This design comes from an exercise in tuning for small area, a short achievable clock period and few clock cycles on the open sky130 flow, not from production work. In this exercise RTL edits were held to simulation tests only and were not proved equivalent to the original. Power and IR drop assume default switching activity.

File: design/flow/design.v
module apf_core (
    input  wire        clk,
    input  wire        rst,           
    input  wire        start,         
    input  wire [31:0] program_len,
    input  wire [31:0] packet_len,
    input  wire [31:0] filter_age,
    output wire        prog_rd,
    output wire [31:0] prog_addr,
    input  wire [7:0]  prog_data,
    output wire        pkt_rd,
    output wire [31:0] pkt_addr,
    input  wire [7:0]  pkt_data,
    output reg         done,          
    output reg         pass           
);
    localparam [3:0] F_IDLE = 4'd0,  F_REDIR = 4'd1, F_OP  = 4'd2,  F_IMM = 4'd3,
                     F_CMP  = 4'd4,  F_LD0   = 4'd5, F_LD1 = 4'd6,  F_LDD = 4'd7,
                     F_JB0  = 4'd8,  F_JB1   = 4'd9, F_LIT = 4'd10, F_MD0 = 4'd11,
                     F_MD   = 4'd12, F_SLOT  = 4'd13, F_JX = 4'd14;
    localparam [1:0] M_MUL = 2'd0, M_DIV = 2'd1, M_SHL = 2'd2, M_SHR = 2'd3;
    reg [3:0]  st;
    reg [31:0] fa;           
    reg        fa_lt;        
    reg        pv;           
    reg [31:0] budget;
    reg [31:0] r0, r1;
    reg [4:0]  opc;
    reg        rsel;
    reg [1:0]  szf;          
    reg [1:0]  bcnt;         
    reg [31:0] imm;          
    reg [31:0] cmp;          
    reg        exv;          
    reg [31:0] paddr;        
    reg [2:0]  lcnt;         
    reg        okf;          
    reg        differ;       
    reg [5:0]  mcnt;
    reg [1:0]  mmode;
    reg        mskip;        
    reg [3:0]  hp;           
    reg [4:0]  ic;           
    reg        k0ok, st1;
    reg [31:0] ring [0:15];
    wire [7:0]  b      = prog_data;
    wire [31:0] rr     = rsel ? r1 : r0;           
    wire [31:0] xop    = rsel ? r1 : imm;          
    wire [31:0] cop    = rsel ? r1 : cmp;          
    reg  [31:0] simm;
    always @(*) begin
        case (szf)
            2'd1:    simm = {{24{imm[7]}}, imm[7:0]};
            2'd2:    simm = {{16{imm[15]}}, imm[15:0]};
            default: simm = imm;
        endcase
    end
    wire [31:0] shv    = rsel ? r1 : simm;
    wire        slot_hit = (hp == imm[3:0]);
    wire        ld_last  = (st == F_LDD) && (lcnt == 3'd1);
    wire        mul_div  = (mmode == M_MUL) || (mmode == M_DIV);
    wire        skip8    = (mcnt[5:3] != 3'd0) && (!mul_div || (mskip && r0[31:24] == 8'd0));
    wire        md_fin   = skip8 ? (mcnt == 6'd8) : (mcnt == 6'd1);
    wire        md_last  = (st == F_MD) && md_fin;
    wire        act_op   = (st == F_OP) || ld_last || (st == F_SLOT && slot_hit) || md_last;
    wire        lit_last = (paddr == cmp);
    wire        nopf     = (opc == 5'd14) || (opc >= 5'd15 && opc <= 5'd19 && rsel);
    assign prog_rd   = fa_lt && (act_op || st == F_CMP || st == F_LIT || st == F_REDIR ||
                                 st == F_JX || (st == F_IMM && !(bcnt == 2'd0 && nopf)));
    assign prog_addr = fa;
    assign pkt_rd    = (st1 && k0ok) || ((st == F_LD1 || st == F_JB1) && okf) ||
                       (st == F_LDD && lcnt != 3'd1) || (st == F_LIT && !lit_last);
    assign pkt_addr  = paddr;
    wire        consume  = pv && (act_op || st == F_IMM || st == F_CMP || st == F_LIT);
    wire        is_cj    = (opc >= 5'd15 && opc <= 5'd19);
    wire        is_neg   = (opc == 5'd21);      
    wire        ld_idx   = (opc >= 5'd4);
    reg  [32:0] add_a, add_b;
    reg         add_c;
    always @(*) begin
        add_a = {1'b0, r0};
        add_b = {1'b0, xop};
        add_c = 1'b0;
        case (st)
            F_MD: begin
                if (mmode == M_DIV) begin
                    add_a = {cmp, r0[31]};
                    add_b = {1'b1, ~xop};
                    add_c = 1'b1;
                end else begin
                    add_a = {1'b0, cmp[30:0], 1'b0};
                    add_b = {1'b0, r0[31] ? xop : 32'd0};
                end
            end
            F_LD0: begin
                add_a = {1'b0, imm};
                add_b = {1'b0, ld_idx ? r1 : 32'd0};
            end
            F_JB0: begin
                add_a = {1'b0, rr};
                add_b = {1'b0, cop};
            end
            default: begin
                if (is_cj) begin
                    add_b = {1'b1, ~cop};
                    add_c = 1'b1;
                end else if (is_neg) begin
                    add_a = 33'd0;
                    add_b = {1'b1, ~rr};
                    add_c = 1'b1;
                end
            end
        endcase
    end
    wire [33:0] add_s  = {1'b0, add_a} + {1'b0, add_b} + {33'd0, add_c};
    wire [31:0] sum    = add_s[31:0];
    wire        ge     = add_s[33];                  
    wire        eq     = (r0 == cop);
    reg         cond;
    always @(*) begin
        case (opc)
            5'd15:   cond = eq;
            5'd16:   cond = !eq;
            5'd17:   cond = ge && !eq;
            5'd18:   cond = !ge;
            default: cond = ((r0 & cop) != 32'd0);
        endcase
    end
    wire [31:0] fa_imm = fa + imm;
    wire [31:0] tgt    = (st == F_JX) ? fa_imm : imm;
    wire        tgt_lt = (tgt < program_len);
    wire [31:0] fa_inc = fa + 32'd1;
    wire [2:0]  ld_sz  = (opc == 5'd1 || opc == 5'd4) ? 3'd1 :
                         (opc == 5'd2 || opc == 5'd5) ? 3'd2 : 3'd4;
    wire [32:0] ld_end = {1'b0, sum} + {30'd0, ld_sz};
    wire [32:0] klen33 = {1'b0, packet_len};
    reg  [31:0] initval;
    always @(*) begin
        case (hp)
            4'd13:   initval = (k0ok && pkt_data[7:4] == 4'd4) ? {26'd0, pkt_data[3:0], 2'b00} : 32'd0;
            4'd14:   initval = packet_len;
            4'd15:   initval = filter_age;
            default: initval = 32'd0;
        endcase
    end
    wire [31:0] rdval  = (ic != 5'd0) ? initval : ring[0];
    wire        stm_hit = (st == F_SLOT) && slot_hit && imm[4];
    wire        dq     = add_s[33];                  
    reg  [31:0] a_nx, b_nx;
    always @(*) begin
        if (skip8) begin
            a_nx = {cmp[23:0], r0[31:24]};
            b_nx = {r0[23:0], 8'd0};
        end else begin
            case (mmode)
                M_MUL:   begin a_nx = sum;                     b_nx = {r0[30:0], 1'b0}; end
                M_DIV:   begin a_nx = dq ? sum : {cmp[30:0], r0[31]}; b_nx = {r0[30:0], dq}; end
                default: begin a_nx = {cmp[30:0], r0[31]};     b_nx = {r0[30:0], 1'b0}; end
            endcase
        end
    end
    integer i;
    always @(posedge clk) begin
        for (i = 0; i < 15; i = i + 1)
            ring[i] <= ring[i + 1];
        ring[15] <= stm_hit ? rr : rdval;
    end
    reg [1:0] lm1;
    always @(*) begin
        case (b[2:1])
            2'd1:    lm1 = 2'd0;
            2'd2:    lm1 = 2'd1;
            default: lm1 = 2'd3;
        endcase
    end
    wire [31:0] imm_nx = {imm[23:0], b};
    wire        ext_slot_nx = (imm_nx[31:5] == 27'd0);
    task finish(input verdict);
        begin
            done  <= 1'b1;
            pass  <= verdict;
            st    <= F_IDLE;
            exv   <= 1'b0;
        end
    endtask
    always @(posedge clk) begin
        done <= 1'b0;
        st1  <= 1'b0;
        hp   <= hp + 4'd1;
        if (ic != 5'd0) ic <= ic - 5'd1;
        if (prog_rd) begin
            fa    <= fa_inc;
            fa_lt <= (fa_inc != program_len);
        end
        if (st == F_REDIR) pv <= prog_rd;
        else               pv <= prog_rd || (pv && !consume);
        if (pkt_rd) paddr <= paddr + 32'd1;
        if (act_op) begin
            exv <= 1'b0;
            if (budget == 32'd0)
                finish(1'b1);
            else if (!pv)
                finish((fa - 32'd1) != program_len);
            else begin
                budget <= budget - 32'd1;
                opc    <= b[7:3];
                rsel   <= b[0];
                szf    <= b[2:1];
                imm    <= 32'd0;
                cmp    <= 32'd0;
                bcnt   <= lm1;
                if (b[2:1] != 2'd0)
                    st <= F_IMM;
                else begin
                    case (b[7:3])
                        5'd1, 5'd2, 5'd3, 5'd4, 5'd5, 5'd6: st <= F_LD0;
                        5'd8, 5'd9, 5'd12:                  st <= F_MD0;
                        5'd20:                              st <= F_JB0;
                        5'd21:                              st <= F_SLOT;    
                        5'd14, 5'd15, 5'd16, 5'd17, 5'd18, 5'd19: st <= F_OP;  
                        default: begin st <= F_OP; exv <= 1'b1; end
                    endcase
                end
            end
        end
        case (st)
            F_IDLE: ;
            F_REDIR: st <= F_OP;
            F_IMM: begin
                if (!pv)
                    finish(1'b1);                    
                else begin
                    imm  <= imm_nx;
                    bcnt <= bcnt - 2'd1;
                    if (bcnt == 2'd0) begin
                        if (is_cj || opc == 5'd20) begin
                            if (!rsel) begin
                                st   <= F_CMP;
                                bcnt <= (szf == 2'd1) ? 2'd0 : (szf == 2'd2) ? 2'd1 : 2'd3;
                            end else if (opc == 5'd20)
                                st <= F_JB0;
                            else
                                st <= F_JX;
                        end else begin
                            case (opc)
                                5'd1, 5'd2, 5'd3, 5'd4, 5'd5, 5'd6: st <= F_LD0;
                                5'd8, 5'd9, 5'd12:                  st <= F_MD0;
                                5'd14:                              st <= F_JX;
                                5'd21: begin
                                    if (ext_slot_nx) st <= F_SLOT;
                                    else begin st <= F_OP; exv <= 1'b1; end
                                end
                                default: begin st <= F_OP; exv <= 1'b1; end
                            endcase
                        end
                    end
                end
            end
            F_CMP: begin
                if (!pv)
                    finish(1'b1);                    
                else begin
                    cmp  <= {cmp[23:0], b};
                    bcnt <= bcnt - 2'd1;
                    if (bcnt == 2'd0) begin
                        if (opc == 5'd20)
                            st <= F_JB0;
                        else begin
                            imm <= fa_imm;           
                            st  <= F_OP;
                            exv <= 1'b1;
                        end
                    end
                end
            end
            F_JX: begin
                if (opc == 5'd14 || cond) begin
                    fa    <= fa_imm;
                    fa_lt <= tgt_lt;
                    st    <= F_REDIR;
                end else
                    st <= F_OP;
            end
            F_LD0: begin
                paddr <= sum;
                okf   <= (ld_end <= klen33);
                lcnt  <= ld_sz;
                st    <= F_LD1;
            end
            F_LD1: begin
                if (!okf)
                    finish(1'b1);
                else begin
                    if (rsel) r1 <= 32'd0; else r0 <= 32'd0;
                    st <= F_LDD;
                end
            end
            F_LDD: begin
                if (rsel) r1 <= {r1[23:0], pkt_data};
                else      r0 <= {r0[23:0], pkt_data};
                lcnt <= lcnt - 3'd1;
            end
            F_JB0: begin
                paddr  <= rr;
                cmp    <= add_s[31:0];
                okf    <= (cop != 32'd0) && (add_s[32:0] <= klen33);
                differ <= 1'b0;
                st     <= F_JB1;
            end
            F_JB1: begin
                if (!okf) finish(1'b1);
                else      st <= F_LIT;
            end
            F_LIT: begin
                if (!pv)
                    finish(1'b1);                    
                else begin
                    differ <= differ || (prog_data != pkt_data);
                    if (lit_last) begin
                        imm <= fa_imm;               
                        st  <= F_OP;
                        exv <= 1'b1;
                    end
                end
            end
            F_MD0: begin
                mskip <= 1'b1;
                cmp   <= 32'd0;
                mcnt  <= 6'd32;
                st    <= F_MD;
                case (opc)
                    5'd8:  mmode <= M_MUL;
                    5'd9: begin
                        mmode <= M_DIV;
                        if (xop == 32'd0) finish(1'b1);
                    end
                    default: begin
                        if (shv == 32'd0)
                            st <= F_OP;
                        else if (!shv[31] && shv[30:5] == 26'd0) begin
                            mmode <= M_SHL;
                            mcnt  <= {1'b0, shv[4:0]};
                        end else if (shv[31] && shv[30:5] == 26'h3FFFFFF && shv[4:0] != 5'd0) begin
                            mmode <= M_SHR;
                            mcnt  <= {1'b0, shv[4:0]};
                        end else begin
                            r0 <= 32'd0;
                            st <= F_OP;
                        end
                    end
                endcase
            end
            F_MD: begin
                if (!md_fin) cmp <= a_nx;
                r0   <= b_nx;
                mcnt <= mcnt - (skip8 ? 6'd8 : 6'd1);
                if (!skip8) mskip <= 1'b0;
                if (md_fin && (mmode == M_MUL || mmode == M_SHR))
                    r0 <= a_nx;
            end
            F_SLOT: begin
                if (slot_hit && !imm[4]) begin
                    if (rsel) r1 <= rdval; else r0 <= rdval;
                end
            end
            default: ;    
        endcase
        if (st == F_OP && exv) begin
            case (opc)
                5'd7:  r0 <= sum;
                5'd10: r0 <= r0 & xop;
                5'd11: r0 <= r0 | xop;
                5'd13: if (rsel) r1 <= simm; else r0 <= simm;
                5'd15, 5'd16, 5'd17, 5'd18, 5'd19, 5'd20: begin
                    if ((opc == 5'd20) ? differ : cond) begin
                        fa     <= tgt;
                        fa_lt  <= tgt_lt;
                        st     <= F_REDIR;
                        exv    <= 1'b0;
                        budget <= budget;            
                        done   <= 1'b0;
                    end
                end
                5'd21: begin
                    if (imm == 32'd32) begin
                        if (rsel) r1 <= ~r1; else r0 <= ~r0;
                    end else if (imm == 32'd33) begin
                        if (rsel) r1 <= sum; else r0 <= sum;
                    end else if (imm == 32'd34) begin
                        r0 <= r1;
                        r1 <= r0;
                    end else if (imm == 32'd35) begin
                        if (rsel) r1 <= r0; else r0 <= r1;
                    end else
                        finish(1'b1);
                end
                default: finish(1'b1);
            endcase
        end
        if (st == F_IDLE && start) begin
            r0     <= 32'd0;
            r1     <= 32'd0;
            budget <= program_len;
            fa     <= 32'd0;
            fa_lt  <= (program_len != 32'd0);
            pv     <= 1'b0;
            exv    <= 1'b0;
            paddr  <= 32'd0;
            k0ok   <= (packet_len != 32'd0);
            st1    <= 1'b1;
            ic     <= 5'd16;
            hp     <= 4'd12;
            st     <= F_REDIR;
        end
        if (rst) begin
            st   <= F_IDLE;
            done <= 1'b0;
            pass <= 1'b0;
            exv  <= 1'b0;
            st1  <= 1'b0;
            ic   <= 5'd0;
        end
    end
endmodule
File: design/flow/config.mk
export PLATFORM = sky130hd
export DESIGN_NAME = apf_core
export DESIGN_NICKNAME = apf_core
export VERILOG_FILES = /design/flow/design.v
export SDC_FILE = /design/flow/constraint.sdc
export NUM_CORES = 4
export LEC_CHECK = 0
export CAP_MARGIN = 20
export CORE_MARGIN = 2
export CORE_UTILIZATION = 30
export PLACE_DENSITY = 0.5
export SLEW_MARGIN = 20
File: design/flow/run.sh
#!/bin/bash
# synth_recipe.tcl (not shown) runs the flow's synth.tcl, then flattens the netlist and writes it again
# the make line also repeats each setting of config.mk as NAME=value (left out here)
make -C /OpenROAD-flow-scripts/flow DESIGN_CONFIG=/design/flow/config.mk WORK_HOME=/design/flow/orfs CLKGATE_MAP_FILE= SYNTH_SCRIPT=/design/flow/synth_recipe.tcl finish
File: design/flow/constraint.sdc
create_clock -name core_clock -period 11.0 [get_ports {clk}]
set_input_delay 2.2000 -clock core_clock [delete_from_list [all_inputs] [get_ports {clk}]]
set_output_delay 2.2000 -clock core_clock [all_outputs]
set_load 0.01 [all_outputs]
==> impl_metrics.py <==
metrics = {
    "global_routing": {
        "antenna_found_initial": 31,
        "grt_start_max_net_pins": 77,
        "grt_first_pass_wirelength_um": 412000,
        "overflow": 0,
        "grt.total_usage_pct": 36.3,
        "grt_pass1_vias": 47934,
    },
    "power": {
        "power_mw": 16.9,
        "combPwrFrac_pct": 53.5,
        "p_leak_nw": 21.7,
        "power.density_nw_per_um2": 304,
        "ir_drop_v": 0.000282,
        "power.internal_mw": 8.29,
        "clock_power_share_pct": 19.3,
        "switchingPower_mw": 8.66,
        "seq_power_share_pct": 27.1,
        "swShare_pct": 51.1,
    },
    "cts": {
        "cts_tree": "done",
        "htree_levels": 3,
        "cts_made_buffers": 92,
        "clock_path_buffers": 3,
        "cts_resized": 0,
        "cts_root_buf": "clkbuf_16",
        "cts.sinks": 780,
        "hold_buffers": 0,
        "post_cts_buffers": 0,
        "path_clk_slew_ps": 70,
        "clk-insertion-delay-late_ps": 770,
    },
    "placement": {
        "dp_cells": 8008,
        "port_buffers": 182,
        "dpl-instance-area_um2": 52300,
        "gp_congestion": 1.07,
        "dp_hpwl_um": 225000,
    },
    "logic_synthesis": {
        "synth_cell_types": 100,
        "yosys.area_share.xor_xnor_pct": 5.08,
        "ys_warn_count": 2,
        "synth_seq_area_share_pct": 34.2,
        "netlist.area_leader.share_pct": 30.6,
        "yosys.area.top_type": "dfxtp_1",
        "synth_most_common_cell": "dfxtp_1",
        "synthAdderAreaFrac_pct": 5.91,
        "muxShareOfSynthArea_pct": 2.56,
        "postSynthCellCount": 5965,
        "syn_nets": 6301,
        "synthArstFlopShare_pct": 0,
        "synth_top_family_by_area": "compound AO/OA/AOI/OAI gates",
        "synthesis.area_um2": 47300,
        "synth_simple_gate_area_share_pct": 17.3,
        "synthTopCellsByArea": "dfxtp_1 (31%), o21ai_0 (6.1%), ha_1 (5.7%)",
        "synth_compound_area_share_pct": 29.2,
        "avgSynthCellArea_um2": 7.93,
        "ys_ff_latch": 780,
        "synth_ff_type": "dfxtp_1",
        "synthTopCellsByCount": "dfxtp_1 (723), nand2_1 (602), o21ai_0 (581)",
        "synth_enable_flop_cells": 57,
    },
    "timing": {
        "rsz0062_at_grt": "false",
        "period_minus_slack_ps": 9050,
        "maxSlewHeadroom_pct": 9.40,
        "worstMarginPinSlew_ps": 1350,
        "period_share_pct": 82.3,
        "tns_ps": 0,
        "setup-violations-final": 0,
        "skew_ps": 51.3,
        "hold_viol_final": 0,
        "slew_violations": 0,
        "fmax_mhz": 110,
    },
    "floorplanning": {
        "dieArea_um2": 161000,
        "die_h_um": 401,
        "die_x_um": 401,
        "core_um2": 156000,
        "initial_core_util_pct": 30.3,
        "placementRows": 145,
        "io-pin-count": 183,
    },
    "final_layout": {
        "areaGrowthSynthToFinish_pct": 17.7,
        "design_area_um2": 55700,
        "fin_nets": 6383,
        "drive_above_1_share_pct": 10.0,
        "fillers": 16348,
        "fin_cells": 8191,
    },
    "setup_path": {
        "required_ps": 11610,
        "cp-start-kind": "register",
        "worst-path-max-fanout": 32,
        "worstPathArrival_ps": 9660,
        "end_kind": "register",
        "critPathMostFrequentCell": "a21oi_1",
        "path_delay_family": "compound AO/OA/AOI/OAI gates",
        "cp_num_buf_inv": 3,
        "crit_path_max_incr_delay_ps": 920,
        "worstSetupPathType": "reg2reg",
        "crit_path_top_delay_cell": "and2_1",
    },
    "run_status": {
        "status": "timing/DRC/antenna clean",
    },
    "routing": {
        "first_pass_iters": 9,
        "route.detailed.drc": 0,
        "drtAntennaViolNets": 0,
        "viasPerCell": 6.50,
        "num_vias": 53254,
        "wl_per_cell_um": 37.3,
        "drt_iter0_drc": 9801,
        "wirelength_um": 306000,
    },
    "min_path": {
        "worst_hold_path_type": "reg2reg",
    },
    "flow_run": {
        "maxCapViolations": 0,
    },
}
[worst reg2reg max path, cell delays in order, from the launching register on]
cell       delay (ps)
dfxtp_1           700
inv_1             260
nand2_1           240
nor2_4             70
nor2_1            130
buf_4             350
nand2_1           120
buf_4             300
nor2_2            520
a21oi_1           170
fa_1              450
fa_1              490
nand2b_1          190
a21o_1            240
a31oi_1           600
o2111ai_1         450
mux2_2            350
and2_1            920
ha_1              430
a21oi_1           160
nor2b_1            70
o21ai_0           140
nand2b_1           70
a21oi_1           150
nor2b_1            60
o41ai_1           880
o2111ai_1         250
o21ai_0           150
[power groups by stage]
stage	Clock (mW)	Combinational, mW	Sequential [mW]
after floorplan	0	4.47	4.29
after global placement	0	8.47	4.62
after detailed placement	0	8.45	4.63
after CTS	3.34	8.49	4.58
after global routing	3.44	9.22	4.68
final	3.28	9.07	4.60
[metrics by stage]
step	util (%)	hold slack, ps	setup slack (ps)
final	35.6	301	1950
after global routing	35.6	324	1710
after CTS	35.5	301	2260
after detailed placement	33.5	312	2350
after global placement	33.4	310	2390
after floorplan	-	310	3720
[per-layer routing]
metal	track usage, %	up-vias	share of wire, %
met5	0	-	0.071
met4	22.2	26	7.0
met3	15.3	896	15
met2	46.1	4156	36
met1	49.7	25946	42
li1	-	22230	-
[worst paths after layout]
| check | start | end | slack (ps) | cells after the start |
|---|---|---|---|---|
| max reg2reg | st[3] | okf | 1950 | 27 |
| min | ring[7][20] | ring[6][20] | 300 | 0 |
| min reg2reg | ring[7][20] | ring[6][20] | 300 | 0 |
| max | st[3] | okf | 1950 | 27 |
[flip-flops by register name, summed over array words and instances, names as in the netlist, 5 cells and up, named ones only]
signal  flops
budget     32
cmp        32
fa         32
ic          5
imm        32
mcnt        6
opc         5
paddr      32
r0         32
r1         32
ring      512
[layout make-up]
| cell class | count | area (µm²) | area share, % |
|---|---|---|---|
| Multi-Input combinational cell | 4478 | 28700 | 51.6 |
| Sequential cell | 780 | 16200 | 29.1 |
| Timing Repair Buffer | 489 | 4150 | 7.45 |
| Clock buffer | 124 | 2630 | 4.73 |
| Tap cell | 2058 | 2570 | 4.62 |
| Inverter | 206 | 776 | 1.39 |
| Clock inverter | 45 | 617 | 1.11 |
| Antenna cell | 11 | 27.5 | 0.0494 |
[logic make-up (layout without fill, tap and decap cells)]
group | count (synthesis) | count (layout)
flip-flops | 780 | 780
AND/OR/NAND/NOR | 1770 | 1770
adder cells (fa/ha/maj) | 221 | 221
multiplexers | 115 | 115
AO/OA/AOI/OAI | 2100 | 2100
buffers and inverters | 707 | 864
XOR/XNOR | 272 | 272
other | 0 | 11
[placed cells by master, fill, tap and decap left out, types with 32 or more instances in the layout]
master,count
dfxtp_1,720
nand2_1,599
o21ai_0,565
nor2_1,494
a21oi_1,457
buf_4,301
ha_1,216
inv_1,199
clkdlybuf4s50_1,182
xnor2_1,142
xor2_1,126
a221oi_1,112
nand3_1,109
nor4_1,98
nor3_1,96
a211oi_1,95
clkbuf_16,93
mux2i_1,80
a22oi_1,79
nand4_1,79
a31oi_1,78
a222oi_1,74
o22ai_1,74
o211ai_1,69
a21o_1,66
a221o_1,58
edfxtp_1,57
and3_1,48
nand2b_1,45
o221ai_1,42
nor2b_1,34
o21a_1,34
and2_1,32
Testbench counts, summed over its fixed seeds: cycles 193,518.

-- re-timing with driven ports --
The results above use ideal ports. As a check the final layout listed here was re-extracted and re-timed, cells and wires unchanged.
Step 1 assumes that a clkbuf_16 drives the clock port and a buf_2 every other input.
Step 2 adds t to the input delays and takes it off the output delays; t is the mean of the earliest and latest rising clock arrival at the registers after step 1. Input paths then give back, and output paths get back, about the clock's delay inside the block.
Slacks: no drivers / after step 1 / after step 2; pairs: no drivers / after step 1.
t, ns: 0.823
setup WS [ns]: 1.948 / 1.948 / 1.948
worst hold slack (ns): 0.301 / 0.301 / 0.301
worst setup path at the end: register to register
After both steps this run still meets setup and hold. For this run, drivers alone change the setup slack by 0.000 ns; drivers and shift together by 0.000 ns.
